This is an optimization exercise on Yosys and OpenROAD, whose aim is small area, a short achievable clock period and few clock cycles per item, not a production implementation. Where RTL was checked, it was by simulation tests only, not by an equivalence proof against the original. Only the layout flow was run in runs 1 to 4; the RTL was not checked for function there. Power figures rest on the tool's default switching activity, not on a simulated workload.

$ cat flow/design.v
module ubc_enc (
    input  wire        clk,
    input  wire        rst,
    input  wire        start,
    input  wire        in_valid,
    input  wire        in_end,
    input  wire [7:0]  in_data,
    output wire        in_ready,
    output wire        out_valid,
    output wire [20:0] out_data,
    input  wire        out_ready,
    output wire [1:0]  phase,
    output wire [31:0] in_count,
    output wire [31:0] out_count
);
    reg        busy, done;
    reg        ending;        
    reg [1:0]  wcnt;          
    reg        tail;          
    reg        run;           
    reg [7:0]  w0, w1;
    reg [11:0] rc;
    reg        ov;
    reg [15:0] od;
    reg        hv, he;        
    reg [7:0]  hd;
    reg [31:0] in_cnt, out_cnt;
    function [15:0] u8(input [7:0] b);
        u8 = {8'h04, b};
    endfunction
    function [15:0] u12(input [11:0] n);
        u12 = {8'h4E + {4'd0, n[11:8]}, n[7:0]};
    endfunction
    function [15:0] apack(input [7:0] a, input [7:0] b);
        apack = {8'h5E + {2'd0, a[6], b[6], a[5:2]}, a[1:0], b[5:0]};
    endfunction
    wire oflow   = !ov || out_ready;                  
    wire fin     = busy && ending && !hv && wcnt == 2'd0 && !ov;
    wire take    = in_valid && in_ready;
    wire xv      = hv || take;                        
    wire xe      = hv ? he : in_end;
    wire [7:0] xd = hv ? hd : in_data;
    wire step    = xv && oflow;
    wire flush   = busy && ending && !hv && wcnt != 2'd0 && oflow;
    assign in_ready  = busy && !ending && !hv;
    assign out_valid = ov;
    assign out_data  = {5'd0, od};
    assign phase     = (fin || done) ? 2'd2 : (busy ? 2'd1 : 2'd0);
    assign in_count  = in_cnt;
    assign out_count = out_cnt;
    wire same1  = (xd == w0);
    wire same01 = (w0 == w1);
    wire asc    = !w0[7] && !w1[7];
    reg        emit;
    reg [15:0] s;
    always @(*) begin
        emit = 1'b0;
        s    = u8(w0);
        if (xe || flush) begin
            if (run) begin
                emit = 1'b1;
                s    = u12(rc);
            end else if (tail) begin
                emit = 1'b1;
                s    = u12({w0[3:0], w1});
            end else if (wcnt == 2'd2 && asc) begin
                emit = 1'b1;
                s    = apack(w0, w1);
            end else if (wcnt != 2'd0) begin
                emit = 1'b1;
                s    = u8(w0);
            end
        end else if (run) begin
            if (!(same1 && rc != 12'd4095)) begin
                emit = 1'b1;
                s    = u12(rc);
            end
        end else if (tail) begin
            emit = 1'b1;
            s    = u12({w0[3:0], w1});
        end else if (wcnt == 2'd2) begin
            emit = 1'b1;
            if (same01 && xd == w1)
                s = u8(w0);
            else if (asc)
                s = apack(w0, w1);
            else
                s = u12({w0, w1[7:4]});
        end
    end
    always @(posedge clk) begin
        if (rst) begin
            busy <= 1'b0;
            done <= 1'b0;
            ov   <= 1'b0;
            hv   <= 1'b0;
        end else begin
            if (ov && out_ready)
                ov <= 1'b0;
            if (start && (!busy || fin)) begin
                busy    <= 1'b1;
                done    <= 1'b0;
                ending  <= 1'b0;
                wcnt    <= 2'd0;
                tail    <= 1'b0;
                run     <= 1'b0;
                in_cnt  <= 32'd0;
                out_cnt <= 32'd0;
                hv      <= 1'b0;
            end else begin
                if (take && in_end)
                    ending <= 1'b1;
                if (take && !oflow) begin
                    hv <= 1'b1;
                    he <= in_end;
                    hd <= in_data;
                end else if (oflow) begin
                    hv <= 1'b0;
                end
                if (fin) begin
                    busy <= 1'b0;
                    done <= 1'b1;
                end
                if (step || flush) begin
                    if (emit) begin
                        ov      <= 1'b1;
                        od      <= s;
                        out_cnt <= out_cnt + 32'd1;
                    end
                    if (xe || flush) begin
                        run    <= 1'b0;
                        tail   <= 1'b0;
                        if (!run && !tail && wcnt == 2'd2 && !asc) begin
                            w0   <= w1;
                            wcnt <= 2'd1;
                        end else begin
                            wcnt <= 2'd0;
                        end
                    end else begin
                        in_cnt <= in_cnt + 32'd1;
                        if (run) begin
                            if (same1 && rc != 12'd4095) begin
                                rc <= rc + 12'd1;
                            end else begin
                                run  <= 1'b0;
                                w0   <= xd;
                                wcnt <= 2'd1;
                            end
                        end else if (tail) begin
                            tail <= 1'b0;
                            w0   <= xd;
                            wcnt <= 2'd1;
                        end else if (wcnt == 2'd0) begin
                            w0   <= xd;
                            wcnt <= 2'd1;
                        end else if (wcnt == 2'd1) begin
                            w1   <= xd;
                            wcnt <= 2'd2;
                        end else if (same01 && xd == w1) begin
                            run  <= 1'b1;
                            rc   <= 12'd3;
                            wcnt <= 2'd0;
                        end else if (asc) begin
                            w0   <= xd;
                            wcnt <= 2'd1;
                        end else begin
                            tail <= 1'b1;
                            w0   <= w1;
                            w1   <= xd;
                        end
                    end
                end
            end
        end
    end
endmodule
module ubc_dec (
    input  wire        clk,
    input  wire        rst,
    input  wire        start,
    input  wire        mode,         
    input  wire        in_valid,
    input  wire        in_end,
    input  wire [20:0] in_data,
    output wire        in_ready,
    output wire        out_valid,
    output wire [7:0]  out_data,
    input  wire        out_ready,
    output wire [1:0]  phase,
    output wire [31:0] idx,
    output wire [31:0] out_count,
    output wire [1:0]  err_kind,
    output wire [31:0] err_idx,
    output wire [6:0]  err_sel
);
    localparam [1:0] IDLE = 2'd0, BUSY = 2'd1, DRAIN = 2'd2, DONE = 2'd3;
    reg [1:0]  st;
    reg        cmode;
    reg        ending;
    reg        pv;           
    reg [1:0]  pc;           
    reg [11:0] P;            
    reg [11:0] S;            
    reg        em;           
    reg        isrun;        
    reg        isp2;         
    reg [1:0]  k;            
    reg        addp;         
    reg [31:0] idx_r, ocnt;
    reg [31:0] pidx;         
    reg [1:0]  kind;
    reg [2:0]  c1;
    wire hi0   = (in_data[20:16] == 5'd0);
    wire [6:0] t = in_data[15:9];
    wire is8   = hi0 && in_data[15:8] == 8'h04;
    wire is12  = hi0 && t >= 7'h27 && t <= 7'h2E;
    wire isA   = hi0 && t >= 7'h2F && t <= 7'h4E;
    wire isLB  = hi0 && (in_data[15:0] == 16'h000A || in_data[15:0] == 16'h000D);
    wire [11:0] n12 = {in_data[11:9] + 3'd1, in_data[8:0]};
    wire [4:0]  dA  = in_data[13:9] + 5'd17;    
    wire [2:0]  c   = isA ? {1'b1, dA[4:3]} : {1'b0, is12, is8};
    wire act   = (st == BUSY);
    wire take  = in_valid && in_ready;
    wire dat   = take && !in_end && !isLB && act;
    wire xfer  = out_valid && out_ready;
    wire plast = isrun ? (S == 12'd1) : (k == 2'd2);
    assign in_ready  = (st == BUSY || st == DRAIN) && !ending && !em;
    assign out_valid = em;
    assign out_data  = isrun ? P[11:4] : (k == 2'd0 ? P[11:4] : (k == 2'd1 ? {P[3:0], S[11:8]} : S[7:0]));
    assign phase     = st;
    assign idx       = idx_r;
    assign out_count = ocnt;
    assign err_kind  = kind;
    assign err_idx   = (kind == 2'd0) ? 32'd0 : pidx;
    assign err_sel   = (kind == 2'd1) ? {1'b1, c1, 1'b0, pc} : (kind == 2'd2 ? {5'd0, pc} : 7'd0);
    wire pair_t3 = pc == 2'd2 && is12;
    wire pair_rn = pc == 2'd1 && is12;
    wire pair_p2 = pc == 2'd1 && is8;
    always @(posedge clk) begin
        if (rst) begin
            st <= IDLE;
            em <= 1'b0;
        end else begin
            if (addp)
                ocnt <= ocnt + (isrun ? {20'd0, S} : (isp2 ? 32'd2 : 32'd3));
            addp <= 1'b0;
            if (xfer) begin
                if (isrun)
                    S <= S - 12'd1;
                k <= (isp2 && k == 2'd0) ? 2'd2 : k + 2'd1;
                if (plast)
                    em <= 1'b0;
            end
            if (start && (st == IDLE || st == DONE)) begin
                st     <= BUSY;
                cmode  <= mode;
                ending <= 1'b0;
                pv     <= 1'b0;
                em     <= 1'b0;
                addp   <= 1'b0;
                idx_r  <= 32'd0;
                ocnt   <= 32'd0;
                kind   <= 2'd0;
            end else if (ending) begin
                if (!em && !addp)
                    st <= DONE;
            end else if (take && in_end) begin
                ending <= 1'b1;
                pv     <= 1'b0;
                if (act && pv) begin
                    if (pc == 2'd1) begin
                        S     <= 12'd1;
                        isrun <= 1'b1;
                        addp  <= 1'b1;
                        em    <= !cmode;
                    end else begin
                        kind <= 2'd2;
                    end
                end
            end else if (dat) begin
                idx_r <= idx_r + 32'd1;
                k     <= 2'd0;
                if (!pv) begin
                    if (isA) begin
                        P[11:4] <= {1'b0, dA[4], dA[2:0], in_data[8:6]};
                        S[7:0]  <= {1'b0, dA[3], in_data[5:0]};
                        isrun   <= 1'b0;
                        isp2    <= 1'b1;
                        addp    <= 1'b1;
                        em      <= !cmode;
                    end else begin
                        pv   <= 1'b1;
                        pidx <= idx_r;
                        pc   <= {is12, is8};
                        P  <= is8 ? {in_data[7:0], 4'd0} : n12;
                    end
                end else begin
                    pv <= 1'b0;
                    S  <= is8 ? {4'd0, in_data[7:0]} : n12;
                    if (pair_t3 || pair_rn || pair_p2) begin
                        isrun <= pair_rn;
                        isp2  <= pair_p2;
                        addp  <= 1'b1;
                        em    <= !cmode && !(pair_rn && n12 == 12'd0);
                    end else begin
                        kind <= 2'd1;
                        c1   <= c;
                        st   <= DRAIN;
                    end
                end
            end
        end
    end
endmodule
module ubc_codec (
    input  wire        clk,
    input  wire        rst,
    input  wire        enc_start,
    input  wire        enc_in_valid,
    input  wire        enc_in_end,
    input  wire [7:0]  enc_in_data,
    output wire        enc_in_ready,
    output wire        enc_out_valid,
    output wire [20:0] enc_out_data,
    input  wire        enc_out_ready,
    output wire [1:0]  enc_phase,
    output wire [31:0] enc_in_count,
    output wire [31:0] enc_out_count,
    input  wire        dec_start,
    input  wire        dec_mode,
    input  wire        dec_in_valid,
    input  wire        dec_in_end,
    input  wire [20:0] dec_in_data,
    output wire        dec_in_ready,
    output wire        dec_out_valid,
    output wire [7:0]  dec_out_data,
    input  wire        dec_out_ready,
    output wire [1:0]  dec_phase,
    output wire [31:0] dec_idx,
    output wire [31:0] dec_out_count,
    output wire [1:0]  dec_err_kind,
    output wire [31:0] dec_err_idx,
    output wire [6:0]  dec_err_sel
);
    ubc_enc u_enc (
        .clk       (clk),
        .rst       (rst),
        .start     (enc_start),
        .in_valid  (enc_in_valid),
        .in_end    (enc_in_end),
        .in_data   (enc_in_data),
        .in_ready  (enc_in_ready),
        .out_valid (enc_out_valid),
        .out_data  (enc_out_data),
        .out_ready (enc_out_ready),
        .phase     (enc_phase),
        .in_count  (enc_in_count),
        .out_count (enc_out_count)
    );
    ubc_dec u_dec (
        .clk       (clk),
        .rst       (rst),
        .start     (dec_start),
        .mode      (dec_mode),
        .in_valid  (dec_in_valid),
        .in_end    (dec_in_end),
        .in_data   (dec_in_data),
        .in_ready  (dec_in_ready),
        .out_valid (dec_out_valid),
        .out_data  (dec_out_data),
        .out_ready (dec_out_ready),
        .phase     (dec_phase),
        .idx       (dec_idx),
        .out_count (dec_out_count),
        .err_kind  (dec_err_kind),
        .err_idx   (dec_err_idx),
        .err_sel   (dec_err_sel)
    );
endmodule
$ cat flow/standard.sh
#!/bin/bash
# synth_recipe.tcl (not shown) runs the flow's synth.tcl, then flattens the netlist and writes it again
# the make line also repeats each setting of config.mk as NAME=value (left out here)
make -C /OpenROAD-flow-scripts/flow DESIGN_CONFIG=/design/flow/config.mk WORK_HOME=/design/flow/orfs CLKGATE_MAP_FILE= SYNTH_SCRIPT=/design/flow/synth_recipe.tcl "${@:-finish}"
$ cat flow/config.mk
export PLATFORM = sky130hd
export DESIGN_NAME = ubc_codec
export DESIGN_NICKNAME = ubc_codec
export VERILOG_FILES = /design/flow/design.v
export SDC_FILE = /design/flow/constraint.sdc
export NUM_CORES = 4
export LEC_CHECK = 0
export CAP_MARGIN = 20
export CORE_MARGIN = 2
export CORE_UTILIZATION = 40
export SLEW_MARGIN = 20
$ cat flow/flow/run.sh
#!/bin/bash
# Standard layout, with plain buf_1 cells as the port buffers.
set -euo pipefail
export BUFFER_PORTS_ARGS="-buffer_cell sky130_fd_sc_hd__buf_1"
bash standard.sh > standard_flow.log 2>&1
$ cat flow/constraint.sdc
create_clock -name core_clock -period 6.0 [get_ports {clk}]
set_input_delay 1.2000 -clock core_clock [delete_from_list [all_inputs] [get_ports {clk}]]
set_output_delay 1.2000 -clock core_clock [all_outputs]
set_load 0.01 [all_outputs]
==> results of run 1 <==
-- cells by family (layout without fill, tap and decap cells) --
family | after synthesis | in the layout | share of synthesized area, %
XOR/XNOR | 140 | 140 | 8.07
buffers and inverters | 121 | 359 | 3.68
multiplexers | 45 | 45 | 3.39
flip-flops | 264 | 264 | 51.7
AO/OA/AOI/OAI | 226 | 226 | 9.59
adder cells (fa/ha/maj) | 33 | 33 | 2.77
other | 1 | 12 | 0.0247
AND/OR/NAND/NOR | 634 | 634 | 20.8
-- power by group --
part           switching, mW  internal, mW  leakage [nW]
Combinational          0.338         0.188          3.11
Sequential            0.0951          2.14          2.45
Clock                  0.770         0.979         0.453
Total                   1.20          3.30          6.02
-- routing by layer --
| metal | share of wire [%] | vias to the layer above | GRT usage, % |
|---|---|---|---|
| li1 | - | 5705 | - |
| met5 | 0.025 | - | 0 |
| met3 | 5.9 | 77 | 3.61 |
| met2 | 47 | 376 | 31.6 |
| met1 | 44 | 5734 | 26.5 |
| met4 | 3.3 | 2 | 6.61 |
-- state kept, by name (all words and copies together) (netlist names), 2 cells and up --
name / count
u_dec.idx_r: 32
u_dec.ocnt: 32
u_dec.pidx: 32
u_enc.in_cnt: 32
u_enc.out_cnt: 32
u_enc.od: 16
u_dec.P: 12
u_dec.S: 12
u_enc.rc: 12
u_enc.hd: 8
u_enc.w0: 8
u_enc.w1: 8
u_dec.c1: 3
u_dec.k: 2
u_dec.kind: 2
u_dec.pc: 2
u_dec.st: 2
u_enc.wcnt: 2
-- synthesized netlist by cell type, types with 4 or more instances --
| master | instances | area share (%) |
|---|---|---|
| and4_1 | 7 | 0.40 |
| dfxtp_1 | 7 | 0.92 |
| edfxtp_1 | 257 | 51 |
| mux2i_4 | 4 | 0.59 |
| a31oi_1 | 13 | 0.54 |
| o31a_1 | 4 | 0.23 |
| buf_6 | 4 | 0.30 |
| a211oi_1 | 17 | 0.84 |
| nand2b_1 | 16 | 0.66 |
| or4_1 | 5 | 0.25 |
| nand3_1 | 71 | 2.3 |
| xnor2_1 | 55 | 3.2 |
| or3_1 | 20 | 0.82 |
| inv_1 | 50 | 1.2 |
| buf_4 | 8 | 0.40 |
| mux2_2 | 5 | 0.37 |
| o21ai_0 | 64 | 2.1 |
| xor2_1 | 85 | 4.9 |
| a32oi_1 | 9 | 0.52 |
| nor4_2 | 6 | 0.49 |
| nor2_1 | 188 | 4.6 |
| o31ai_1 | 4 | 0.20 |
| nor2b_1 | 46 | 1.9 |
| mux2i_1 | 34 | 2.2 |
| nand2_1 | 130 | 3.2 |
| and2_1 | 36 | 1.5 |
| and3_1 | 33 | 1.4 |
| nor4_1 | 9 | 0.37 |
| nand4_1 | 15 | 0.62 |
| buf_2 | 11 | 0.36 |
| a21oi_1 | 62 | 2.0 |
| or2_2 | 4 | 0.16 |
| nor3_1 | 28 | 0.92 |
| buf_1 | 4 | 0.099 |
| ha_1 | 32 | 2.6 |
| clkbuf_1 | 38 | 0.94 |
-- worst reg2reg max path: stages (launching register included) --
cell and delay [ps]:
edfxtp_1 570, o21ai_0 250, ha_1 220, inv_1 70, fa_1 370, and2b_1 220, o21a_1 140, o21ai_1 110
a2111oi_1 920, nor2_1 250, o31ai_1 370, mux2i_1 230
-- cell type report --
| type | count | area [sq um] |
|---|---|---|
| fill | 3605 | 20000 |
| inverter | 52 | 195 |
| clock buffer | 33 | 783 |
| timing repair buffer | 252 | 1040 |
| multi-input combinational | 1084 | 6860 |
| antenna | 6 | 15.0 |
| tap | 511 | 639 |
| clock inverter | 22 | 140 |
| sequential | 264 | 7860 |
-- worst paths after layout --
path	from	endpoint	slack [ps]	cells past startpoint
hold reg to reg	u_dec.st[0]$_SDFFE_PP0P_	u_dec.st[0]$_SDFFE_PP0P_	510	2
setup reg to reg	u_dec.isrun$_SDFFCE_PP1P_	u_dec.ocnt[28]$_SDFFCE_PP0P_	2140	11
setup / recovery	u_dec.isrun$_SDFFCE_PP1P_	u_dec.ocnt[28]$_SDFFCE_PP0P_	2140	11
hold / removal	u_dec.st[0]$_SDFFE_PP0P_	u_dec.st[0]$_SDFFE_PP0P_	510	2
==> flow_summary_export.csv, run 1 <==
group,metric,value,unit
run_status,status,"finished clean",
floorplan,core,37500,sq um
clock_network,clkLatencyLatePin,570,ps
finish,final_common_cell,"edfxtp_1",
routing,dr.first_iter.drc_count,824,
routing,drc_errors,0,
timing,fin_ws,2140,ps
synthesis,netlist_instances,1464,
timing,hold-worst-slack,511,ps
setup_path,cp_slowest_cell,"a2111oi_1",
timing,finalHoldViolCount,0,
finish,final_core_util,46.8,%
floorplan,fp-row-count,71,
floorplan,dieArea,39600,sq um
floorplan,io_pins,246,
floorplan,start_util,40.5,%
routing,dr_total_vias,11894,
timing,tightest_slew,1050,ps
setup_path,endpoint_kind,"flip-flop",
finish,layout_common_cells,"257 x edfxtp_1, 239 x buf_1, 184 x nor2_1",
routing,final_antenna_net_count,0,
synthesis,synth.avg_cell_area,10.4,sq um
timing,rsz0062_at_grt,"false",
global_routing,grt_max_degree,69,
clock_network,clk_path_buf_depth,3,
global_routing,track_usage,19.6,%
placed_design,post-place-ws,1880,ps
timing,layout_min_cycle_time,3860,ps
synthesis,synth-edff-count,257,
clock_network,cts_root_buffer,"clkbuf_16",
routing,vias_per_cell,5.35,
synthesis,async_flop_share,0,%
timing,finalCritPeriodShare,64.4,%
routing,routed_wl,39600,um
placed_design,dp_cells,2161,
setup_path,critPathKind,"flip-flop to flip-flop",
setup_path,crit_family,"compound AO/OA/AOI/OAI gates",
synthesis,ys_seq_area_share,51.7,%
global_routing,antenna_found_initial,7,
placed_design,dp_hpwl,28600,um
synthesis,ys_warn_count,2,
timing,slew_headroom,30.1,%
setup_path,cpPeakStageDelay,920,ps
finish,fin_nets,1757,
power_and_ir_drop,power_density,257,nW/um^2
power_and_ir_drop,peakVddDrop,0.000252,V
timing,final.setup_skew,9.62,ps
setup_path,arrival,4280,ps
routing,wl_per_cell,17.8,um
synthesis,synth_area,15200,sq um
finish,final_area,17500,sq um
finish,layout.cells.non_filler,2224,
power_and_ir_drop,power.leakage,6.02,nW
clock_network,tritoncts,"yes",
timing,clock.fmax,259,MHz
clock_network,path_clk_slew,60,ps
routing,drtPass1Iterations,6,
setup_path,critPathRequiredTime,6410,ps
global_routing,grt-ovfl-total,0,
clock_network,clock_sinks,264,
clock_network,ctsResizeCount,0,
run,drv_cap,0,
global_routing,grt_pass1_wl,61200,um
clock_network,cts_htree_levels,1,
floorplan,dieWidth,199,um
finish,area_delta_synth_final,15.4,%
floorplan,die_h,199,um
timing,setup_violations,0,
power_and_ir_drop,total_power,4.51,mW
synthesis,synthDistinctLibCells,92,
placed_design,gp_congestion,0.935,
placed_design,place_area,16500,sq um
finish,drive_gt1_share,6.21,%
synthesis,synth-seq-cells,264,
clock_network,numCtsBuffers,30,
setup_path,crit_chain,"o21ai_0 -> ha_1 -> inv_1 -> fa_1 -> and2b_1 -> o21a_1 -> o21ai_1 -> a2111oi_1 -> nor2_1 -> o31ai_1 -> mux2i_1",
placed_design,io_buffers,239,
global_routing,grt_pass1_vias,11053,
setup_path,cp-start-kind,"flip-flop",
setup_path,cp_max_fo,17,
timing,final-max-slew-violation-count,0,
hold_path,hold_class,"flip-flop to flip-flop",
clock_network,postCtsSetupBuffers,0,
clock_network,ctsHoldBuffers,0,
setup_path,path_buf_inv,1,
timing,setup_tns,0,ps
synthesis,ys.flop_type,"edfxtp_1",
==> run 2, diff against run 1 <==
--- a/flow/config.mk
+++ b/flow/config.mk
@@ -7,2 +7,3 @@
 export LEC_CHECK = 0
+export ABC_CLOCK_PERIOD_IN_PS = 3000
 export CAP_MARGIN = 20
@@ -10,2 +11,3 @@
 export CORE_UTILIZATION = 40
+export SETUP_SLACK_MARGIN = 3.0
 export SLEW_MARGIN = 20
==> flow_summary_export.csv, run 2 <==
group,metric,value,unit
setup_path,endpoint_kind,"output pin",
power_and_ir_drop,power_density,254,nW/um^2
placed_design,dp_hpwl,28700,um
routing,wl_per_cell,18.5,um
timing,finalCritPeriodShare,52.0,%
run,drv_cap,0,
timing,fin_ws,2880,ps
timing,clock.fmax,320,MHz
timing,setup_tns,0,ps
routing,dr.first_iter.drc_count,909,
placed_design,io_buffers,239,
timing,final-max-slew-violation-count,0,
setup_path,critPathKind,"flip-flop to output pin",
synthesis,ys.flop_type,"edfxtp_1",
floorplan,fp-row-count,71,
timing,rsz0062_at_grt,"true",
global_routing,grt-ovfl-total,0,
floorplan,dieArea,39600,sq um
setup_path,arrival,1920,ps
power_and_ir_drop,power.leakage,6.32,nW
finish,final_common_cell,"edfxtp_1",
setup_path,cp_max_fo,8,
timing,slew_headroom,39.4,%
synthesis,ys_seq_area_share,51.7,%
clock_network,cts_htree_levels,1,
finish,layout.cells.non_filler,2252,
clock_network,cts_root_buffer,"clkbuf_16",
routing,routed_wl,41700,um
placed_design,place_area,16600,sq um
floorplan,start_util,40.5,%
synthesis,synth_top_area_share,50.8,%
timing,setup_violations,0,
timing,final.setup_skew,18.5,ps
timing,layout_min_cycle_time,3120,ps
synthesis,synth-seq-cells,264,
finish,multiInputGateArea,7390,sq um
synthesis,netlist_instances,1464,
finish,final_core_util,49.2,%
synthesis,synth-edff-count,257,
routing,dr_total_vias,12104,
finish,fillers,3505,
floorplan,core,37500,sq um
clock_network,clkLatencyLatePin,580,ps
routing,drc_errors,0,
synthesis,synthTopCellsByCount,"257 x edfxtp_1, 188 x nor2_1, 130 x nand2_1, 85 x xor2_1, 71 x nand3_1",
floorplan,die_h,199,um
routing,final_antenna_net_count,0,
setup_path,crit_start,"u_dec.k[1]$_DFFE_PN_",
power_and_ir_drop,peakVddDrop,0.000185,V
synthesis,ys_warn_count,2,
placed_design,post-place-ws,2110,ps
synthesis,async_flop_share,0,%
setup_path,critPathRequiredTime,4800,ps
global_routing,grt_pass1_wl,63000,um
synthesis,synthDistinctLibCells,92,
finish,area_delta_synth_final,21.3,%
hold_path,min_from,"u_dec.idx_r[31]$_SDFFCE_PP0P_",
routing,drtPass1Iterations,5,
clock_network,clk_path_buf_depth,3,
placed_design,dp_cells,2158,
floorplan,dieWidth,199,um
clock_network,tritoncts,"yes",
global_routing,antenna_found_initial,1,
synthesis,synth_area_leader_cell,"edfxtp_1",
global_routing,track_usage,20.2,%
global_routing,grt_pass1_vias,11355,
clock_network,path_clk_slew,60,ps
timing,hold-worst-slack,515,ps
setup_path,r2r_start,"u_dec.isrun$_SDFFCE_PP1P_",
timing,tightest_slew,907,ps
global_routing,grt_max_degree,68,
placed_design,gp_congestion,0.868,
synthesis,synth_area_leaders,"edfxtp_1 51%, xor2_1 4.9%, nor2_1 4.6%",
synthesis,synth.avg_cell_area,10.4,sq um
finish,fin_nets,1789,
finish,drive_gt1_share,12.8,%
finish,final-seq-area,7860,sq um
clock_network,ctsHoldBuffers,0,
timing,finalHoldViolCount,0,
routing,vias_per_cell,5.37,
finish,final_area,18400,sq um
run_status,status,"finished clean",
clock_network,numCtsBuffers,31,
clock_network,clock_sinks,264,
hold_path,hold_class,"flip-flop to flip-flop",
floorplan,io_pins,246,
power_and_ir_drop,total_power,4.68,mW
finish,layout_common_cells,"257 x edfxtp_1, 226 x buf_1, 180 x nor2_1",
setup_path,cp-start-kind,"flip-flop",
synthesis,yosysMostFrequentCell,"edfxtp_1",
synthesis,synth_area,15200,sq um
[run 2: cell counts after synthesis]
Identical to the previous run, type by type.
[run 2: metal layers]
layer	GRT usage, %	vias to the layer above	routed length [um]
met5	0	-	13
met4	7.46	2	1240
met3	3.14	78	2420
met2	34.1	365	20400
met1	26.4	5873	17600
li1	-	5786	-
[run 2: where the power goes]
group,internal [mW],switching [mW],total (mW)
clock,1.07,0.780,1.85
sequential,2.14,0.0986,2.24
combinational,0.219,0.374,0.593
total,3.43,1.25,4.68
[run 2: worst max-delay path: stages, from the launching register on]
cell,delay (ps)
edfxtp_1,410
inv_2,140
ha_4,300
mux2i_4,300
o21ai_4,80
buf_6,120
[run 2: path summary, 6_finish.rpt]
| check | endpoint | slack (ps) | cells after the start |
|---|---|---|---|
| max | dec_out_data[2] | 2880 | 5 |
| min | u_dec.pidx[31]$_DFFE_PP_ | 510 | 0 |
| max reg2reg | u_dec.ocnt[20]$_SDFFCE_PP0P_ | 3000 | 12 |
| min reg2reg | u_dec.pidx[31]$_DFFE_PP_ | 510 | 0 |
[run 2: cells by family after synthesis]
kind of cell / Yosys count / share of synthesized area (%)
AOI/OAI and AO/OA: 226 / 9.59
xor gates and xnor gates: 140 / 8.07
adders and majority gates: 33 / 2.77
buffers and inverters: 121 / 3.68
DFF: 264 / 51.7
muxes: 45 / 3.39
other: 1 / 0.0247
and+or+nand+nor: 634 / 20.8
[run 2: final cells by class]
class	count	area share, %
Timing Repair Buffer	277	7.30
Clock buffer	35	4.29
Inverter	52	1.11
Tap cell	511	3.47
Clock inverter	22	1.04
Multi-Input combinational cell	1090	40.1
Antenna cell	1	0.0136
Sequential cell	264	42.7
[run 2: repair_timing]
item	CTS	global route
resized for setup	88	50
pin swaps	12	22
endpoints found under the setup margin	282	141
setup buffers	16	14
cloned	4	2
==> run 3, diff against run 2 <==
--- a/flow/design.v
+++ b/flow/design.v
@@ -50,2 +50,5 @@
     assign out_count = out_cnt;
+    wire newtx = start && (!busy || fin);
+    wire inc_o = (step || flush) && emit;
+    wire inc_i = take && !in_end;
     wire same1  = (xd == w0);
@@ -99,3 +102,3 @@
                 ov <= 1'b0;
-            if (start && (!busy || fin)) begin
+            if (newtx) begin
                 busy    <= 1'b1;
@@ -106,4 +109,2 @@
                 run     <= 1'b0;
-                in_cnt  <= 32'd0;
-                out_cnt <= 32'd0;
                 hv      <= 1'b0;
@@ -127,3 +128,2 @@
                         od      <= s;
-                        out_cnt <= out_cnt + 32'd1;
                     end
@@ -139,3 +139,2 @@
                     end else begin
-                        in_cnt <= in_cnt + 32'd1;
                         if (run) begin
@@ -175,2 +174,6 @@
     end
+    always @(posedge clk) begin
+        in_cnt  <= newtx ? 32'd0 : in_cnt + {31'd0, inc_i};
+        out_cnt <= newtx ? 32'd0 : out_cnt + {31'd0, inc_o};
+    end
 endmodule
@@ -235,2 +238,4 @@
     assign err_sel   = (kind == 2'd1) ? {1'b1, c1, 1'b0, pc} : (kind == 2'd2 ? {5'd0, pc} : 7'd0);
+    wire newtx = start && (st == IDLE || st == DONE);
+    wire [11:0] amt = addp ? (isrun ? S : (isp2 ? 12'd2 : 12'd3)) : 12'd0;
     wire pair_t3 = pc == 2'd2 && is12;
@@ -243,4 +248,2 @@
         end else begin
-            if (addp)
-                ocnt <= ocnt + (isrun ? {20'd0, S} : (isp2 ? 32'd2 : 32'd3));
             addp <= 1'b0;
@@ -253,3 +256,3 @@
             end
-            if (start && (st == IDLE || st == DONE)) begin
+            if (newtx) begin
                 st     <= BUSY;
@@ -260,4 +263,2 @@
                 addp   <= 1'b0;
-                idx_r  <= 32'd0;
-                ocnt   <= 32'd0;
                 kind   <= 2'd0;
@@ -280,3 +281,2 @@
             end else if (dat) begin
-                idx_r <= idx_r + 32'd1;
                 k     <= 2'd0;
@@ -313,2 +313,6 @@
     end
+    always @(posedge clk) begin
+        idx_r <= newtx ? 32'd0 : idx_r + {31'd0, dat};
+        ocnt  <= newtx ? 32'd0 : ocnt + {20'd0, amt};
+    end
 endmodule
==> flow_summary_export.csv, run 3 <==
group,metric,value,unit
global_routing,track_usage,20.6,%
synthesis,synth_area,13700,sq um
synthesis,synth-edff-count,129,
setup_path,critPathKind,"flip-flop to output pin",
setup_path,crit_family,"flip-flops",
global_routing,antenna_found_initial,1,
global_routing,grt_pass1_vias,10642,
floorplan,dieWidth,189,um
synthesis,netlist_instances,1434,
placed_design,dp_hpwl,26500,um
timing,rsz0062_at_grt,"true",
routing,drtPass1Iterations,5,
clock_network,clock_sinks,264,
synthesis,async_flop_share,0,%
routing,final_antenna_net_count,0,
setup_path,cp-start-kind,"flip-flop",
finish,drive_gt1_share,18.2,%
setup_path,cp_slowest_cell,"edfxtp_1",
floorplan,die_h,189,um
finish,diodes,0,
timing,finalCritPeriodShare,51.4,%
finish,final_common_cell,"buf_1",
synthesis,ys.flop_type,"dfxtp_1",
hold_path,hold_class,"flip-flop to flip-flop",
timing,layout_min_cycle_time,3080,ps
setup_path,r2r_cells,13,
run,drv_cap,0,
hold_path,min_to,"u_dec.ocnt[31]$_SDFF_PP0_",
finish,final_area,17700,sq um
floorplan,core,33600,sq um
floorplan,io_pins,246,
timing,setup_violations,0,
floorplan,dieArea,35800,sq um
synthesis,synth-seq-cells,264,
finish,fin_nets,1817,
setup_path,r2r_start,"u_enc.hv$_SDFFE_PP0P_",
setup_path,arrival,1880,ps
routing,vias_per_cell,5.31,
setup_path,r2r_end,"u_enc.out_cnt[28]$_SDFF_PP0_",
synthesis,ys_warn_count,2,
setup_path,cp_max_fo,8,
synthesis,synth_top_area_share,28.3,%
routing,drc_errors,0,
clock_network,numCtsBuffers,30,
synthesis,synth_area_leader_cell,"edfxtp_1",
global_routing,grt-ovfl-total,0,
timing,finalHoldViolCount,0,
setup_path,crit_chain,"inv_2 -> ha_4 -> mux2i_4 -> o21ai_2 -> buf_2",
setup_path,path_buf_inv,2,
hold_path,whs_path_depth,2,
placed_design,io_buffers,239,
synthesis,synth.avg_cell_area,9.56,sq um
floorplan,fp-row-count,67,
floorplan,start_util,40.8,%
synthesis,yosysMostFrequentCell,"nor2_1",
synthesis,ys_seq_area_share,48.0,%
setup_path,critPathRequiredTime,4800,ps
timing,hold-worst-slack,481,ps
timing,slew_headroom,51.0,%
timing,tightest_slew,735,ps
placed_design,place_area,15400,sq um
routing,wl_per_cell,17.5,um
timing,final.setup_skew,19.0,ps
power_and_ir_drop,peakVddDrop,0.000249,V
synthesis,synthDistinctLibCells,78,
power_and_ir_drop,power.leakage,6.63,nW
routing,dr.first_iter.drc_count,851,
clock_network,path_clk_slew,60,ps
synthesis,synth_area_leaders,"edfxtp_1 28%, dfxtp_1 20%, xor2_1 5.1%",
timing,setup_tns,0,ps
setup_path,r2r_slack,3020,ps
routing,dr_total_vias,11746,
power_and_ir_drop,total_power,4.46,mW
setup_path,cpPeakStageDelay,400,ps
placed_design,gp_congestion,0.890,
hold_path,min_from,"u_dec.ocnt[31]$_SDFF_PP0_",
clock_network,tritoncts,"yes",
run_status,status,"finished clean",
finish,area_delta_synth_final,29.4,%
power_and_ir_drop,power_density,252,nW/um^2
clock_network,cts_htree_levels,1,
clock_network,clkLatencyLatePin,560,ps
timing,final-max-slew-violation-count,0,
timing,clock.fmax,325,MHz
clock_network,cts_root_buffer,"clkbuf_16",
global_routing,grt_pass1_wl,59400,um
global_routing,grt_max_degree,65,
routing,routed_wl,38800,um
finish,layout_common_cells,"209 x buf_1, 177 x nor2_1, 132 x dfxtp_1",
setup_path,endpoint_kind,"output pin",
clock_network,clk_path_buf_depth,3,
synthesis,synthTopCellsByCount,"185 x nor2_1, 135 x dfxtp_1, 129 x edfxtp_1, 114 x nand2_1, 80 x xor2_1",
-- run 3: repair_timing --
item	CTS	global route
setup endpoints to repair	220	175
pin swaps	22	50
buffers inserted	39	46
hold buffers	0	0
gates resized for setup	82	75
gates cloned	2	1
-- run 3: cell type report --
cell class	count	area [sq um]
Fill cell	3107	15900
Clock buffer	35	843
Inverter	55	210
Sequential cell	264	6580
Clock inverter	21	275
Multi-Input combinational cell	1054	7470
Timing Repair Buffer	336	1800
Tap cell	448	561
-- run 3: worst register-to-register path, delay by kind of cell, from the launching register on --
| kind | cells | cell delay [ps] |
|---|---|---|
| AOI/OAI and AO/OA | 1 | 350 |
| xor gates and xnor gates | 2 | 270 |
| adders and majority gates | 2 | 380 |
| DFF | 1 | 550 |
| muxes | 1 | 380 |
| and+or+nand+nor | 7 | 950 |
-- run 3: worst max path at each step --
| stage | slack (ps) | to | depth (start not counted) | from |
|---|---|---|---|---|
| 2_1_floorplan | 2450 | u_enc.out_cnt[28]$_SDFF_PP0_ | 13 | enc_in_data[0] |
| 3_3_place_gp | 1980 | u_enc.out_cnt[28]$_SDFF_PP0_ | 14 | enc_in_data[0] |
| 3_5_place_dp | 1910 | u_enc.out_cnt[30]$_SDFF_PP0_ | 14 | enc_in_data[0] |
| 4_1_cts | 2930 | u_dec.idx_r[31]$_SDFF_PP0_ | 13 | dec_in_data[11] |
| 5_1_grt | 2860 | u_enc.out_cnt[28]$_SDFF_PP0_ | 14 | enc_in_data[3] |
| 6_report | 2920 | dec_out_data[3] | 5 | u_dec.k[1]$_DFFE_PN_ |
-- run 3: metrics by stage --
stage	std cells	util, %	setup slack [ps]
after CTS	2166	50.8	2930
after detailed placement	2069	45.7	1910
after global placement	2069	45.7	1980
final	2213	52.8	2920
after floorplan	1439	-	2450
after global routing	2213	52.8	2860
-- run 3: cell families (layout without fill, tap and decap cells) --
group | Yosys count | in the layout | share of synthesized area (%)
muxes | 31 | 31 | 2.69
adders and majority gates | 36 | 36 | 3.34
AOI/OAI and AO/OA | 235 | 235 | 10.8
DFF | 264 | 264 | 48.0
other | 1 | 6 | 0.0274
xor gates and xnor gates | 148 | 148 | 9.46
buffers and inverters | 123 | 447 | 3.68
and+or+nand+nor | 596 | 598 | 22.0
-- run 3: layer usage --
layer | vias to the layer above | part of all wire [%] | track usage (%)
met1 | 5570 | 47 | 30.0
met3 | 52 | 9.4 | 6.08
met4 | 2 | 2.0 | 5.32
li1 | 5702 | - | -
met2 | 420 | 42 | 29.6
met5 | - | 0.033 | 0
-- run 3: power by group --
group          internal (mW)  switching, mW  total (mW)
logic                  0.184          0.275       0.458
registers               1.93         0.0475        1.98
clock network           1.26          0.760        2.02
==> run 4, diff against run 3 <==
--- a/flow/config.mk
+++ b/flow/config.mk
@@ -7,3 +7,3 @@
 export LEC_CHECK = 0
-export ABC_CLOCK_PERIOD_IN_PS = 3000
+export ABC_CLOCK_PERIOD_IN_PS = 2400
 export CAP_MARGIN = 20
@@ -11,3 +11,3 @@
 export CORE_UTILIZATION = 40
-export SETUP_SLACK_MARGIN = 3.0
+export SETUP_SLACK_MARGIN = 3.6
 export SLEW_MARGIN = 20
==> flow_summary_export.csv, run 4 <==
group,metric,value,unit
power_and_ir_drop,seqPwrFrac,45.0,%
power_and_ir_drop,p_sw_share,26.2,%
synthesis,ys.flop_type,"dfxtp_1",
synthesis,synth_area,13700,sq um
synthesis,synth.avg_cell_area,9.56,sq um
run,drv_cap,0,
synthesis,synth-edff-count,129,
timing,final.setup_skew,7.71,ps
finish,final_common_cell,"nor2_1",
synthesis,synth_top_area_share,28.3,%
floorplan,dieArea,35800,sq um
setup_path,arrival,3510,ps
power_and_ir_drop,pwr-share-clk,40.4,%
synthesis,synthTopCellsByCount,"185 x nor2_1, 135 x dfxtp_1, 129 x edfxtp_1, 114 x nand2_1, 80 x xor2_1",
routing,vias_per_cell,5.44,
placed_design,io_buffers,239,
power_and_ir_drop,comb_power_share,14.6,%
clock_network,ctsHoldBuffers,0,
routing,wl_per_cell,19.0,um
synthesis,async_flop_share,0,%
clock_network,clkLatencyLatePin,560,ps
global_routing,grt_max_degree,64,
finish,multiInputGateArea,8950,sq um
routing,dr.first_iter.drc_count,890,
synthesis,synth_area_leaders,"edfxtp_1 28%, dfxtp_1 20%, xor2_1 5.1%",
floorplan,dieWidth,189,um
power_and_ir_drop,peakVddDrop,0.000212,V
clock_network,path_clk_slew,60,ps
floorplan,core,33600,sq um
synthesis,ys_warn_count,2,
placed_design,dp_hpwl,26800,um
placed_design,gp_congestion,0.864,
power_and_ir_drop,power_density,209,nW/um^2
power_and_ir_drop,power_switching,1.16,mW
finish,final-seq-area,6680,sq um
clock_network,cts_htree_levels,1,
finish,drive_gt1_share,42.9,%
global_routing,antenna_found_initial,0,
global_routing,grt-ovfl-total,0,
timing,finalCritPeriodShare,51.5,%
placed_design,post-place-ws,1870,ps
synthesis,synth-seq-cells,264,
synthesis,yosysMostFrequentCell,"nor2_1",
clock_network,numCtsBuffers,30,
timing,slew_headroom,43.8,%
routing,dr_total_vias,12831,
floorplan,fp-row-count,67,
timing,setup_tns,0,ps
setup_path,critPathKind,"input pin to flip-flop",
finish,fin_nets,1965,
floorplan,start_util,40.8,%
routing,drtPass1Iterations,6,
synthesis,netlist_instances,1434,
synthesis,synthDistinctLibCells,78,
power_and_ir_drop,intPower,3.27,mW
routing,drc_errors,0,
timing,final-max-slew-violation-count,0,
timing,tightest_slew,840,ps
timing,fin_ws,2910,ps
finish,area_delta_synth_final,54.6,%
setup_path,cp-start-kind,"input pin",
power_and_ir_drop,power.leakage,8.28,nW
setup_path,endpoint_kind,"flip-flop",
clock_network,clock_sinks,264,
setup_path,critPathRequiredTime,6420,ps
global_routing,grt_pass1_vias,12130,
timing,rsz0062_at_grt,"true",
floorplan,die_h,189,um
synthesis,ys_seq_area_share,48.0,%
timing,clock.fmax,324,MHz
synthesis,synth_area_leader_cell,"edfxtp_1",
routing,routed_wl,44900,um
global_routing,track_usage,22.7,%
clock_network,tritoncts,"yes",
hold_path,hold_class,"flip-flop to flip-flop",
finish,diodes,0,
routing,final_antenna_net_count,0,
timing,setup_violations,0,
run_status,status,"finished clean",
timing,finalHoldViolCount,0,
clock_network,clk_path_buf_depth,3,
finish,fillers,2644,
global_routing,grt_pass1_wl,65800,um
setup_path,cp_max_fo,5,
floorplan,io_pins,246,
finish,layout_common_cells,"162 x nor2_1, 131 x buf_1, 129 x edfxtp_1",
clock_network,cts_root_buffer,"clkbuf_16",
timing,layout_min_cycle_time,3090,ps
run 4: cell counts after synthesis:
No cell type changed its count.
run 4: cell type report:
cell class / count / area share [%]
clock buffer: 44 / 4.09
clock inverter: 11 / 0.472
inverter: 55 / 1.04
multi-input combinational: 1055 / 42.2
sequential: 264 / 31.5
tap: 448 / 2.65
timing repair buffer: 482 / 18.0
timing repair inverter: 1 / 0.0354
run 4: final timing paths:
| check | slack (ps) | start | endpoint | cells past startpoint |
|---|---|---|---|---|
| setup reg to reg | 2970 | u_enc.hv$_SDFFE_PP0P_ | u_enc.out_cnt[30]$_SDFF_PP0_ | 14 |
| setup / recovery | 2910 | enc_in_data[3] | u_enc.out_cnt[30]$_SDFF_PP0_ | 14 |
| hold reg to reg | 480 | u_dec.idx_r[9]$_SDFF_PP0_ | u_dec.pidx[9]$_DFFE_PP_ | 0 |
| hold / removal | 480 | u_dec.idx_r[9]$_SDFF_PP0_ | u_dec.pidx[9]$_DFFE_PP_ | 0 |
run 4: kinds of logic (layout without fill, tap and decap cells):
group	Yosys count	count (layout)	share of synthesized area [%]
buffers and inverters	123	593	3.68
DFF	264	264	48.0
adders and majority gates	36	36	3.34
xor gates and xnor gates	148	148	9.46
and+or+nand+nor	596	598	22.0
other	1	6	0.0274
muxes	31	31	2.69
AOI/OAI and AO/OA	235	236	10.8
run 4: power groups by stage:
stage / clock network [mW] / registers [mW] / logic, mW
floorplan: 0 / 2.02 / 0.288
global placement: 0 / 2.02 / 0.408
detailed placement: 0 / 2.02 / 0.414
CTS: 1.83 / 1.99 / 0.535
global route: 1.90 / 1.99 / 0.691
finish: 1.79 / 1.99 / 0.646
run 4: critical path: stages:
cell and delay [ps]:
buf_6 100, mux2i_4 200, xnor2_2 120, nor4_4 340
nand3_2 150, o311a_4 410, ha_4 180, ha_4 170
nand2_4 70, nor3_4 50, and4_4 210, nand3_1 90
xor2_1 150, nor2_1 60
run 4: repair_timing:
item,CTS,global route
endpoints found under the setup margin,362,370
gates cloned,12,4
pin swaps,141,135
resized for setup,370,316
endpoints found under the hold margin,0,0
setup buffers,153,64
run 4: metrics by stage:
stage | cells | util (%) | total power, mW | instance area [sq um] | hold WS [ps]
final | 2360 | 63.0 | 4.42 | 21200 | 477
after global placement | 2070 | 47.0 | 2.43 | 15800 | 468
after CTS | 2292 | 58.0 | 4.35 | 19500 | 490
after global routing | 2360 | 63.0 | 4.59 | 21200 | 494
after floorplan | 1439 | - | 2.31 | 14600 | 494
after detailed placement | 2072 | 47.1 | 2.44 | 15800 | 479
run 4: metal layers:
layer	track usage (%)	wire length [um]	vias up	share of wire [%]
li1	-	-	6011	-
met1	30.0	18700	6238	42
met2	38.3	22100	489	49
met3	4.15	3050	93	6.8
met4	5.89	1160	0	2.6
met5	0	0	-	0
==> run 5, diff against run 4 <==
--- a/flow/design.v
+++ b/flow/design.v
@@ -24,4 +24,2 @@
     reg [15:0] od;
-    reg        hv, he;        
-    reg [7:0]  hd;
     reg [31:0] in_cnt, out_cnt;
@@ -37,10 +35,6 @@
     wire oflow   = !ov || out_ready;                  
-    wire fin     = busy && ending && !hv && wcnt == 2'd0 && !ov;
+    wire fin     = busy && ending && wcnt == 2'd0 && !ov;
     wire take    = in_valid && in_ready;
-    wire xv      = hv || take;                        
-    wire xe      = hv ? he : in_end;
-    wire [7:0] xd = hv ? hd : in_data;
-    wire step    = xv && oflow;
-    wire flush   = busy && ending && !hv && wcnt != 2'd0 && oflow;
-    assign in_ready  = busy && !ending && !hv;
+    wire flush   = busy && ending && wcnt != 2'd0 && oflow;
+    assign in_ready  = busy && !ending && oflow;
     assign out_valid = ov;
@@ -50,6 +44,3 @@
     assign out_count = out_cnt;
-    wire newtx = start && (!busy || fin);
-    wire inc_o = (step || flush) && emit;
-    wire inc_i = take && !in_end;
-    wire same1  = (xd == w0);
+    wire same1  = (in_data == w0);
     wire same01 = (w0 == w1);
@@ -61,3 +52,3 @@
         s    = u8(w0);
-        if (xe || flush) begin
+        if (in_end || flush) begin
             if (run) begin
@@ -85,3 +76,3 @@
             emit = 1'b1;
-            if (same01 && xd == w1)
+            if (same01 && in_data == w1)
                 s = u8(w0);
@@ -98,3 +89,2 @@
             ov   <= 1'b0;
-            hv   <= 1'b0;
         end else begin
@@ -102,3 +92,3 @@
                 ov <= 1'b0;
-            if (newtx) begin
+            if (start && (!busy || fin)) begin
                 busy    <= 1'b1;
@@ -109,13 +99,5 @@
                 run     <= 1'b0;
-                hv      <= 1'b0;
+                in_cnt  <= 32'd0;
+                out_cnt <= 32'd0;
             end else begin
-                if (take && in_end)
-                    ending <= 1'b1;
-                if (take && !oflow) begin
-                    hv <= 1'b1;
-                    he <= in_end;
-                    hd <= in_data;
-                end else if (oflow) begin
-                    hv <= 1'b0;
-                end
                 if (fin) begin
@@ -124,3 +106,3 @@
                 end
-                if (step || flush) begin
+                if (take || flush) begin
                     if (emit) begin
@@ -128,4 +110,6 @@
                         od      <= s;
+                        out_cnt <= out_cnt + 32'd1;
                     end
-                    if (xe || flush) begin
+                    if (in_end || flush) begin
+                        ending <= 1'b1;
                         run    <= 1'b0;
@@ -139,2 +123,3 @@
                     end else begin
+                        in_cnt <= in_cnt + 32'd1;
                         if (run) begin
@@ -144,3 +129,3 @@
                                 run  <= 1'b0;
-                                w0   <= xd;
+                                w0   <= in_data;
                                 wcnt <= 2'd1;
@@ -149,11 +134,11 @@
                             tail <= 1'b0;
-                            w0   <= xd;
+                            w0   <= in_data;
                             wcnt <= 2'd1;
                         end else if (wcnt == 2'd0) begin
-                            w0   <= xd;
+                            w0   <= in_data;
                             wcnt <= 2'd1;
                         end else if (wcnt == 2'd1) begin
-                            w1   <= xd;
+                            w1   <= in_data;
                             wcnt <= 2'd2;
-                        end else if (same01 && xd == w1) begin
+                        end else if (same01 && in_data == w1) begin
                             run  <= 1'b1;
@@ -162,3 +147,3 @@
                         end else if (asc) begin
-                            w0   <= xd;
+                            w0   <= in_data;
                             wcnt <= 2'd1;
@@ -167,3 +152,3 @@
                             w0   <= w1;
-                            w1   <= xd;
+                            w1   <= in_data;
                         end
@@ -174,6 +159,2 @@
     end
-    always @(posedge clk) begin
-        in_cnt  <= newtx ? 32'd0 : in_cnt + {31'd0, inc_i};
-        out_cnt <= newtx ? 32'd0 : out_cnt + {31'd0, inc_o};
-    end
 endmodule
@@ -212,3 +193,2 @@
     reg [31:0] idx_r, ocnt;
-    reg [31:0] pidx;         
     reg [1:0]  kind;
@@ -227,2 +207,3 @@
     wire dat   = take && !in_end && !isLB && act;
+    wire sz    = (S == 12'd0);
     wire xfer  = out_valid && out_ready;
@@ -230,3 +211,3 @@
     assign in_ready  = (st == BUSY || st == DRAIN) && !ending && !em;
-    assign out_valid = em;
+    assign out_valid = em && !(isrun && sz);
     assign out_data  = isrun ? P[11:4] : (k == 2'd0 ? P[11:4] : (k == 2'd1 ? {P[3:0], S[11:8]} : S[7:0]));
@@ -236,6 +217,4 @@
     assign err_kind  = kind;
-    assign err_idx   = (kind == 2'd0) ? 32'd0 : pidx;
+    assign err_idx   = (kind == 2'd0) ? 32'd0 : idx_r - {30'd0, kind == 2'd1, kind == 2'd2};
     assign err_sel   = (kind == 2'd1) ? {1'b1, c1, 1'b0, pc} : (kind == 2'd2 ? {5'd0, pc} : 7'd0);
-    wire newtx = start && (st == IDLE || st == DONE);
-    wire [11:0] amt = addp ? (isrun ? S : (isp2 ? 12'd2 : 12'd3)) : 12'd0;
     wire pair_t3 = pc == 2'd2 && is12;
@@ -248,2 +227,4 @@
         end else begin
+            if (addp)
+                ocnt <= ocnt + (isrun ? {20'd0, S} : (isp2 ? 32'd2 : 32'd3));
             addp <= 1'b0;
@@ -255,4 +236,6 @@
                     em <= 1'b0;
+            end else if (em && isrun && sz) begin
+                em <= 1'b0;
             end
-            if (newtx) begin
+            if (start && (st == IDLE || st == DONE)) begin
                 st     <= BUSY;
@@ -263,2 +246,4 @@
                 addp   <= 1'b0;
+                idx_r  <= 32'd0;
+                ocnt   <= 32'd0;
                 kind   <= 2'd0;
@@ -281,2 +266,3 @@
             end else if (dat) begin
+                idx_r <= idx_r + 32'd1;
                 k     <= 2'd0;
@@ -291,5 +277,4 @@
                     end else begin
-                        pv   <= 1'b1;
-                        pidx <= idx_r;
-                        pc   <= {is12, is8};
+                        pv <= 1'b1;
+                        pc <= {is12, is8};
                         P  <= is8 ? {in_data[7:0], 4'd0} : n12;
@@ -303,3 +288,3 @@
                         addp  <= 1'b1;
-                        em    <= !cmode && !(pair_rn && n12 == 12'd0);
+                        em    <= !cmode;
                     end else begin
@@ -313,6 +298,2 @@
     end
-    always @(posedge clk) begin
-        idx_r <= newtx ? 32'd0 : idx_r + {31'd0, dat};
-        ocnt  <= newtx ? 32'd0 : ocnt + {20'd0, amt};
-    end
 endmodule
==> flow/run.sh (new file) <==
#!/bin/bash
# synth_recipe.tcl (not shown) runs the flow's synth.tcl, then flattens the netlist and writes it again
# the make line also repeats each setting of config.mk as NAME=value (left out here)
make -C /OpenROAD-flow-scripts/flow DESIGN_CONFIG=/design/flow/config.mk WORK_HOME=/design/flow/orfs CLKGATE_MAP_FILE= SYNTH_SCRIPT=/design/flow/synth_recipe.tcl finish
--- a/flow/config.mk
+++ b/flow/config.mk
@@ -7,3 +7,2 @@
 export LEC_CHECK = 0
-export ABC_CLOCK_PERIOD_IN_PS = 2400
 export CAP_MARGIN = 20
@@ -11,3 +10,2 @@
 export CORE_UTILIZATION = 40
-export SETUP_SLACK_MARGIN = 3.6
 export SLEW_MARGIN = 20
removed: flow/flow/run.sh
removed: flow/standard.sh
==> flow_summary_export.csv, run 5 <==
group,metric,value,unit
synthesis,synth_area,14300,sq um
clock_network,numCtsBuffers,26,
global_routing,antenna_found_initial,0,
floorplan,dieArea,37200,sq um
setup_path,critPathRequiredTime,4800,ps
routing,final_antenna_net_count,0,
synthesis,synth.avg_cell_area,9.64,sq um
global_routing,grt_max_degree,66,
power_and_ir_drop,power_switching,1.24,mW
timing,final.setup_skew,16.2,ps
placed_design,gp_congestion,0.861,
synthesis,synth-edff-count,216,
timing,rsz0062_at_grt,"false",
power_and_ir_drop,intPower,3.22,mW
power_and_ir_drop,comb_power_share,19.4,%
floorplan,dieWidth,193,um
synthesis,synthDistinctLibCells,78,
synthesis,netlist_instances,1481,
clock_network,ctsHoldBuffers,0,
power_and_ir_drop,peakVddDrop,0.000196,V
floorplan,fp-row-count,69,
floorplan,die_h,193,um
timing,layout_min_cycle_time,5570,ps
power_and_ir_drop,p_sw_share,27.7,%
timing,tightest_slew,863,ps
run,drv_cap,0,
global_routing,grt_pass1_wl,60600,um
setup_path,cp_max_fo,6,
placed_design,io_buffers,239,
timing,slew_headroom,42.3,%
routing,vias_per_cell,5.52,
power_and_ir_drop,total_power,4.45,mW
synthesis,ys.flop_type,"edfxtp_1",
power_and_ir_drop,power_density,249,nW/um^2
floorplan,io_pins,246,
finish,drive_gt1_share,5.71,%
finish,layout_common_cells,"239 x clkdlybuf4s50_1, 216 x edfxtp_1, 207 x nor2_1",
timing,finalCritPeriodShare,92.8,%
synthesis,synth_top_area_share,45.4,%
clock_network,clock_sinks,222,
timing,clock.fmax,180,MHz
power_and_ir_drop,power.leakage,6.23,nW
synthesis,ys_seq_area_share,46.3,%
routing,wl_per_cell,18.0,um
placed_design,dp_hpwl,28200,um
setup_path,cp-start-kind,"flip-flop",
setup_path,critPathKind,"flip-flop to output pin",
finish,final_core_util,50.6,%
timing,hold-worst-slack,545,ps
hold_path,hold_class,"flip-flop to flip-flop",
clock_network,cts_root_buffer,"clkbuf_16",
floorplan,start_util,40.4,%
setup_path,arrival,4370,ps
timing,setup_tns,0,ps
clock_network,clk_path_buf_depth,3,
synthesis,synth-seq-cells,222,
routing,dr_total_vias,11919,
finish,fin_nets,1757,
synthesis,ys_warn_count,2,
synthesis,synth_area_leader_cell,"edfxtp_1",
global_routing,grt-ovfl-total,0,
power_and_ir_drop,seqPwrFrac,45.0,%
synthesis,synth_area_leaders,"edfxtp_1 45%, nor2_1 5.5%, xnor2_1 4.8%",
clock_network,cts_htree_levels,1,
global_routing,track_usage,20.3,%
routing,drc_errors,0,
synthesis,async_flop_share,0,%
setup_path,endpoint_kind,"output pin",
finish,diodes,0,
finish,area_delta_synth_final,25.3,%
clock_network,postCtsSetupBuffers,0,
timing,finalHoldViolCount,0,
routing,dr.first_iter.drc_count,736,
run_status,status,"finished clean",
timing,final-max-slew-violation-count,0,
global_routing,grt_pass1_vias,11069,
floorplan,core,35400,sq um
clock_network,ctsResizeCount,0,
finish,final_common_cell,"clkdlybuf4s50_1",
power_and_ir_drop,pwr-share-clk,35.6,%
timing,setup_violations,0,
synthesis,yosysMostFrequentCell,"edfxtp_1",
routing,drtPass1Iterations,5,
clock_network,clkLatencyLatePin,530,ps
clock_network,path_clk_slew,60,ps
clock_network,tritoncts,"yes",
routing,routed_wl,39000,um
synthesis,synthTopCellsByCount,"216 x edfxtp_1, 209 x nor2_1, 120 x nand2_1, 78 x xnor2_1, 75 x xor2_1",
## run 5: changes by cell type after synthesis, sizes merged, moves of 10 or more
cell / delta
nand3: +17
buf: +18
nor2b: -21
edfxtp: +87
dfxtp: -129
nor2: +23
xnor2: +10
nor3: +15
## run 5: path summary, 6_finish.rpt
path	endpoint	slack, ps	depth (start not counted)	startpoint
hold / removal	u_dec.st[0]$_SDFFE_PP0P_	550	1	u_dec.st[0]$_SDFFE_PP0P_
setup reg to reg	u_enc.rc[2]$_SDFFCE_PN0P_	2580	8	u_enc.w1[6]$_DFFE_PP_
setup / recovery	dec_err_idx[26]	430	10	u_dec.kind[0]$_SDFFCE_PP0P_
hold reg to reg	u_dec.st[0]$_SDFFE_PP0P_	550	1	u_dec.st[0]$_SDFFE_PP0P_
## run 5: logic make-up after synthesis
group / synth area share, %
AND/OR/NAND/NOR: 24.3
AO/OA/AOI/OAI: 10.9
flip-flops: 46.3
XOR/XNOR: 9.38
buffers and inverters: 3.94
adder cells (fa/ha/maj): 3.35
multiplexers: 1.90
other: 0.0263
## run 5: metrics by stage
step / cells / setup WS (ps) / cell area, sq um
floorplan: 1486 / 1740 / 14300
global placement: 2111 / 1100 / 17000
detailed placement: 2111 / 968 / 17000
CTS: 2159 / 372 / 17800
global route: 2161 / 159 / 17900
finish: 2161 / 434 / 17900
## run 5: area by class of cell
cell class	count	area (sq um)
inverters	47	176
repair buffers	250	2510
clock buffers	31	691
fillers	3283	17500
well taps	461	577
flip-flops and latches	222	6610
multi-input cells	1133	7180
clock inverters	17	155
## run 5: worst max-delay path, cell delays in order, from the launching register on
cell             delay, ps
edfxtp_1               430
nor2b_1                440
inv_1                  150
fa_1                   510
or4_4                  580
nand2b_1               230
nor4_1                 500
nand3b_1               170
xnor2_1                150
nor2_1                 110
clkdlybuf4s50_1        550
## run 5: per-layer routing
metal	GRT usage, %	wire length [um]
met4	5.48	937
met1	28.7	17900
met3	3.28	2450
met5	0	0
met2	32.3	17700
## run 5: power groups by stage
| stage | registers [mW] | clock network, mW | logic [mW] |
|---|---|---|---|
| global placement | 2.03 | 0 | 0.848 |
| detailed placement | 2.03 | 0 | 0.859 |
| global route | 2.02 | 1.68 | 0.949 |
| CTS | 2.00 | 1.63 | 0.862 |
| finish | 2.00 | 1.59 | 0.865 |
| floorplan | 2.02 | 0 | 0.452 |
Testbench counts of run 5, summed over its fixed seeds: cycles 35,277, items 65,871.

[port drivers added, routing unchanged]
Ports are ideal in the flow. The routed layouts listed here were re-timed in OpenROAD. Step 1 (the two cells are an assumption about what drives the block):
set clk [get_ports {clk}]
set_driving_cell -lib_cell sky130_fd_sc_hd__clkbuf_16 $clk
set_driving_cell -lib_cell sky130_fd_sc_hd__buf_2 [delete_from_list [all_inputs] $clk]
Step 2 adds t to the input delays and takes it off the output delays; t is the mean of the earliest and latest rising clock arrival at the registers after step 1. Input paths then give back, and output paths get back, about the clock's delay inside the block. Three values: ideal ports, drivers, drivers and shift; two values: the first two.
run	t, ns	setup WS [ns]	worst setup path after step 2	pins driven straight from the clock port
run 1	0.613	2.138 / 2.138 / 2.081	input to register	1
run 2	0.623	2.877 / 2.826 / 2.424	input to register	1
run 3	0.607	2.919 / 2.865 / 2.393	input to register	1
run 4	0.610	2.911 / 2.864 / 2.315	input to register	1
run 5	0.574	0.434 / 0.385 / 0.959	register to output	1
After both steps every run listed still meets setup and hold. For run 4, which loses most, drivers alone change the setup slack by -0.047 ns; drivers and shift together by -0.596 ns.
